Background: an optimization exercise with open tools, aiming at small area and few clock cycles. Do not read the settings as production practice.
Only simulation tests tie the RTL to the original design; equivalence was not proved.
Power figures rest on the tool's default switching activity, not on a simulated workload.

== north ==
==> flow/design.v <==
module spieeprom (
    input  wire         clk,
    input  wire         rst,           
    input  wire         cmd_valid,
    input  wire [31:0]  cmd_word,      
    input  wire [4:0]   cmd_len,       
    input  wire [127:0] cmd_wdata,     
    output wire [7:0]   seq_status,    
    output reg  [7:0]   sr_last,
    output reg  [127:0] rdata,         
    output wire         cs_n,
    output wire         xfer_valid,
    output reg  [7:0]   xfer_tx,
    input  wire         xfer_ready,
    input  wire [7:0]   xfer_rx,
    input  wire         xfer_err
);
    localparam [4:0] OP_WRITE        = 5'h01;
    localparam [4:0] OP_READ         = 5'h02;
    localparam [4:0] OP_READ_ID      = 5'h03;
    localparam [4:0] OP_DPD_ENTER    = 5'h04;
    localparam [4:0] OP_DPD_RELEASE  = 5'h05;
    localparam [4:0] OP_ERASE_SECTOR = 5'h06;
    localparam [4:0] OP_ERASE_CHIP   = 5'h07;
    localparam [4:0] OP_HW_EN        = 5'h0C;
    localparam [4:0] OP_HW_DIS       = 5'h0D;
    localparam [4:0] OP_IS_WIP       = 5'h0E;
    localparam [4:0] OP_IS_WPEN      = 5'h0F;
    localparam [4:0] OP_IS_BP0       = 5'h10;
    localparam [4:0] OP_IS_BP1       = 5'h11;
    localparam [2:0] PH_RMW    = 3'd0;   
    localparam [2:0] PH_AWAIT1 = 3'd1;   
    localparam [2:0] PH_WREN   = 3'd2;   
    localparam [2:0] PH_MAIN   = 3'd3;   
    localparam [2:0] PH_AWAIT2 = 3'd4;   
    localparam [5:0] IDX0 = 6'd12;       
    reg          busy;
    reg          active;      
    reg  [2:0]   phase;
    reg  [4:0]   op;
    reg  [23:0]  addr;
    reg  [4:0]   lm1;         
    reg  [5:0]   idx;         
    reg  [2:0]   poll_cnt;    
    reg          done;
    reg  [1:0]   errcode;
    reg          rbit;
    reg  [1:0]   wphase;
    assign seq_status = {wphase, rbit, errcode, |errcode, done, busy};
    assign cs_n       = ~active;
    assign xfer_valid = active;
    wire [4:0] in_op = cmd_word[4:0];
    wire in_illegal = (cmd_word[7:5] != 3'b000) ||
                      (in_op == 5'h00) || (in_op > OP_IS_BP1) ||
                      (((in_op == OP_WRITE) || (in_op == OP_READ)) && (cmd_len > 5'd16));
    wire in_writer  = (in_op == OP_WRITE) || (in_op == OP_ERASE_SECTOR) || (in_op == OP_ERASE_CHIP);
    wire op_query  = (op >= OP_IS_WIP);
    wire op_rmw    = (op >= 5'h08) && (op <= OP_HW_DIS);
    wire op_writer = (op == OP_WRITE) || (op == OP_ERASE_SECTOR) || (op == OP_ERASE_CHIP);
    wire accept = !busy && cmd_valid;
    reg [4:0] last_idx;
    always @(*) begin
        case (phase)
            PH_WREN: last_idx = 5'd12;
            PH_MAIN: begin
                case (op)
                    OP_WRITE, OP_READ: last_idx = {~lm1[4], lm1[3:0]};
                    OP_READ_ID:        last_idx = 5'd16;
                    OP_ERASE_SECTOR:   last_idx = 5'd15;
                    OP_DPD_ENTER, OP_DPD_RELEASE, OP_ERASE_CHIP: last_idx = 5'd12;
                    default:           last_idx = 5'd13;    
                endcase
            end
            default: last_idx = 5'd13;                      
        endcase
    end
    wire last = (idx[4:0] == last_idx);
    wire [3:0] slot  = idx[3:0];
    wire [7:0] sbyte = rdata[slot*8 +: 8];
    reg [7:0] rmw_val;
    always @(*) begin
        case (op)
            OP_HW_EN:  rmw_val = sbyte | 8'h80;
            OP_HW_DIS: rmw_val = sbyte & 8'h7F;
            default:   rmw_val = (sbyte & 8'hF3) | {4'd0, op[1:0], 2'b00};
        endcase
    end
    reg query_bit;
    always @(*) begin
        case (op)
            OP_IS_WIP:  query_bit = xfer_rx[0];
            OP_IS_WPEN: query_bit = xfer_rx[7];
            OP_IS_BP0:  query_bit = xfer_rx[2];
            default:    query_bit = xfer_rx[3];
        endcase
    end
    reg [7:0] abyte;      
    reg [7:0] sebyte;     
    always @(*) begin
        case (idx[1:0])
            2'd1:    begin abyte = addr[23:16]; sebyte = addr[8:1];         end
            2'd2:    begin abyte = addr[15:8];  sebyte = {addr[0], 7'd0};   end
            default: begin abyte = addr[7:0];   sebyte = 8'd0;              end
        endcase
    end
    wire first = (idx[4:0] == 5'd12);
    always @(*) begin
        xfer_tx = 8'h00;
        case (phase)
            PH_WREN: xfer_tx = 8'h06;
            PH_MAIN: begin
                case (op)
                    OP_WRITE:        xfer_tx = first ? 8'h02 : idx[4] ? sbyte : abyte;
                    OP_READ:         xfer_tx = first ? 8'h03 : idx[4] ? 8'h00 : abyte;
                    OP_READ_ID:      xfer_tx = first ? 8'hAB : 8'h00;
                    OP_DPD_ENTER:    xfer_tx = 8'hB9;
                    OP_DPD_RELEASE:  xfer_tx = 8'hAB;
                    OP_ERASE_SECTOR: xfer_tx = first ? 8'hD8 : sebyte;
                    OP_ERASE_CHIP:   xfer_tx = 8'hC7;
                    default:         xfer_tx = first ? 8'h01 : rmw_val;
                endcase
            end
            default: xfer_tx = idx[0] ? 8'h00 : 8'h05;    
        endcase
    end
    wire xfer_ok = active && xfer_ready && !xfer_err;
    wire settle   = (phase == PH_MAIN) && (op == OP_DPD_RELEASE);
    wire wait_end = settle               ? (idx == 6'd11) :
                    (poll_cnt != 3'd0)   ? (idx == 6'd15) : 1'b1;
    always @(posedge clk) begin
        if (rst) begin
            busy     <= 1'b0;
            active   <= 1'b0;
            done     <= 1'b0;
            errcode  <= 2'd0;
            rbit     <= 1'b0;
            wphase   <= 2'b00;
        end else if (!busy) begin
            if (cmd_valid) begin
                op       <= in_op;
                addr     <= cmd_word[31:8];
                lm1      <= cmd_len - 5'd1;
                idx      <= IDX0;
                poll_cnt <= 3'd0;
                rbit     <= 1'b0;
                if (in_illegal) begin
                    done    <= 1'b1;
                    errcode <= 2'd1;
                end else begin
                    done    <= 1'b0;
                    errcode <= 2'd0;
                    busy    <= 1'b1;
                    active  <= 1'b1;
                    phase   <= (in_op >= 5'h08) ? PH_RMW :
                               in_writer        ? PH_AWAIT1 : PH_MAIN;
                end
            end
        end else if (active) begin
            if (xfer_ready) begin
                if (xfer_err) begin
                    active  <= 1'b0;
                    busy    <= 1'b0;
                    done    <= 1'b1;
                    errcode <= 2'd2;
                end else if (!last) begin
                    idx <= idx + 6'd1;
                end else begin
                    active <= 1'b0;
                    idx    <= IDX0;
                    case (phase)
                        PH_RMW: begin
                            if (op_query) begin
                                rbit <= query_bit;
                                busy <= 1'b0;
                                done <= 1'b1;
                            end else begin
                                phase <= PH_AWAIT1;
                            end
                        end
                        PH_AWAIT1, PH_AWAIT2: begin
                            if (!xfer_rx[0]) begin
                                wphase   <= 2'b00;
                                poll_cnt <= 3'd0;
                                if (phase == PH_AWAIT2) begin
                                    busy <= 1'b0;
                                    done <= 1'b1;
                                end else begin
                                    phase <= PH_WREN;
                                end
                            end else if (poll_cnt == 3'd7) begin
                                busy    <= 1'b0;
                                done    <= 1'b1;
                                errcode <= 2'd3;
                            end else begin
                                poll_cnt <= poll_cnt + 3'd1;
                            end
                        end
                        PH_WREN: begin
                            wphase <= 2'b01;
                            phase  <= PH_MAIN;
                        end
                        default: begin    
                            if (op_writer || op_rmw) begin
                                wphase <= 2'b10;
                                phase  <= PH_AWAIT2;
                            end else if (op != OP_DPD_RELEASE) begin
                                busy <= 1'b0;
                                done <= 1'b1;
                            end
                        end
                    endcase
                end
            end
        end else begin
            if (wait_end) begin
                idx <= IDX0;
                if (settle) begin
                    busy <= 1'b0;
                    done <= 1'b1;
                end else begin
                    active <= 1'b1;
                end
            end else begin
                idx <= idx + 6'd1;
            end
        end
    end
    always @(posedge clk)
        if (xfer_ok && idx[0] && (phase == PH_RMW || phase == PH_AWAIT1 || phase == PH_AWAIT2))
            sr_last <= xfer_rx;
    wire rx_we = xfer_ok && op != OP_WRITE && (phase == PH_RMW || phase == PH_MAIN);
    genvar gi;
    generate
        for (gi = 0; gi < 16; gi = gi + 1) begin : g_rd
            wire we   = rx_we && (slot == gi);
            wire hold = !accept && !we;
            always @(posedge clk)
                rdata[gi*8 +: 8] <= ({8{accept}} & cmd_wdata[gi*8 +: 8]) |
                                    ({8{we}}     & xfer_rx) |
                                    ({8{hold}}   & rdata[gi*8 +: 8]);
        end
    endgenerate
endmodule
==> flow/config.mk <==
export PLATFORM = sky130hd
export DESIGN_NAME = spieeprom
export DESIGN_NICKNAME = spieeprom
export VERILOG_FILES = /design/flow/design.v
export SDC_FILE = /design/flow/constraint.sdc
export NUM_CORES = 4
export LEC_CHECK = 0
export CAP_MARGIN = 20
export CORE_MARGIN = 2
export CORE_UTILIZATION = 40
export PLACE_DENSITY = 0.6
export SLEW_MARGIN = 20
==> flow/constraint.sdc <==
create_clock -name core_clock -period 10.0 [get_ports {clk}]
set_input_delay 2.0000 -clock core_clock [delete_from_list [all_inputs] [get_ports {clk}]]
set_output_delay 2.0000 -clock core_clock [all_outputs]
set_load 0.01 [all_outputs]
standard.sh (not shown) runs the stock make flow with config.mk's settings and CLKGATE_MAP_FILE= SYNTH_SCRIPT=/design/flow/synth_recipe.tcl, a recipe that flattens the netlist after the stock synthesis.
==> flow/flow/run.sh <==
#!/bin/bash
# Standard synthesis and layout with two changes: buffer_ports puts the
# smallest buffer on every input and output port, and the clock tree is built
# from clkbuf_8 cells without dummy loads.
set -euo pipefail
bash standard.sh synth > synth.log 2>&1
bash standard.sh 'BUFFER_PORTS_ARGS=-buffer_cell sky130_fd_sc_hd__buf_1' \
  'CTS_ARGS=-sink_clustering_enable -repair_clock_nets -dont_use_dummy_load -buf_list sky130_fd_sc_hd__clkbuf_8' \
  finish > layout.log 2>&1
Testbench counts of north, summed over its fixed seeds: cycles 136,086.
## Diff of input files: south against north
==> flow/run.sh (new file) <==
#!/bin/bash
# synth_recipe.tcl (not shown) runs the flow's synth.tcl, then flattens the netlist and writes it again
# the make line also repeats each setting of config.mk as NAME=value (left out here)
make -C /OpenROAD-flow-scripts/flow DESIGN_CONFIG=/design/flow/config.mk WORK_HOME=/design/flow/orfs CLKGATE_MAP_FILE= SYNTH_SCRIPT=/design/flow/synth_recipe.tcl finish
removed: flow/flow/run.sh
removed: flow/standard.sh
==> summary.txt <==
south vs. north: design area rose by 21%, worst-path maximum fanout rose by 1, adder and majority cell fraction of the synthesized area roughly the same, combinational group share of total power rose 2.0 points, first-pass iteration count of the detailed router shows no meaningful change.
south completed; timing, DRC and antenna clean
Final HPWL from detailed placement (south vs. north) increases by a few percent
Taking south over north, the peak ir drop on the vdd network ratio works out to 1.6.
What east does differently from south at the input level:
==> flow/flow/run.sh (new file) <==
#!/bin/bash
# Standard synthesis and layout; the only change is the cell buffer_ports
# puts on every input and output port (the smallest buffer instead of the
# default delay buffer).
set -euo pipefail
bash standard.sh synth > synth.log 2>&1
bash standard.sh 'BUFFER_PORTS_ARGS=-buffer_cell sky130_fd_sc_hd__buf_1' finish > layout.log 2>&1
==> flow/standard.sh (new file) <==
#!/bin/bash
# synth_recipe.tcl (not shown) runs the flow's synth.tcl, then flattens the netlist and writes it again
# the make line also repeats each setting of config.mk as NAME=value (left out here)
make -C /OpenROAD-flow-scripts/flow DESIGN_CONFIG=/design/flow/config.mk WORK_HOME=/design/flow/orfs CLKGATE_MAP_FILE= SYNTH_SCRIPT=/design/flow/synth_recipe.tcl "${@:-finish}"
removed: flow/run.sh
- From south to east the numbers moved as follows: power in the clock group higher; worst setup slack shows an increase of 0.38 ns; final cell count level; power went down.

[what the ideal ports hide]
The flow's constraints put no driver on any port. The routed layouts listed below were extracted and timed again, unchanged, in two steps.
Step 1, drivers: a clkbuf_16 drives clk and a buf_2 each remaining input, both assumed.
Step 2 also shifts input and output timing later by t, the mid clock arrival at the registers, as if the neighbouring blocks saw the same clock.
Three values: ideal, step 1, step 2; two values: the first two.
| run | t (ns) | setup WS [ns] | worst setup path after step 2 | latest minus earliest clock arrival (ns) | cell pins on the clock port's net |
|---|---|---|---|---|---|
| north | 0.502 | 4.297 / 4.256 / 4.757 | register to output | 0.049 / 0.049 | 1 |
| south | 0.480 | 3.925 / 3.877 / 4.357 | register to output | 0.016 / 0.015 | 1 |
| east | 0.475 | 4.310 / 4.264 / 4.738 | register to output | 0.020 / 0.019 | 1 |
After both steps every run listed still meets setup and hold.
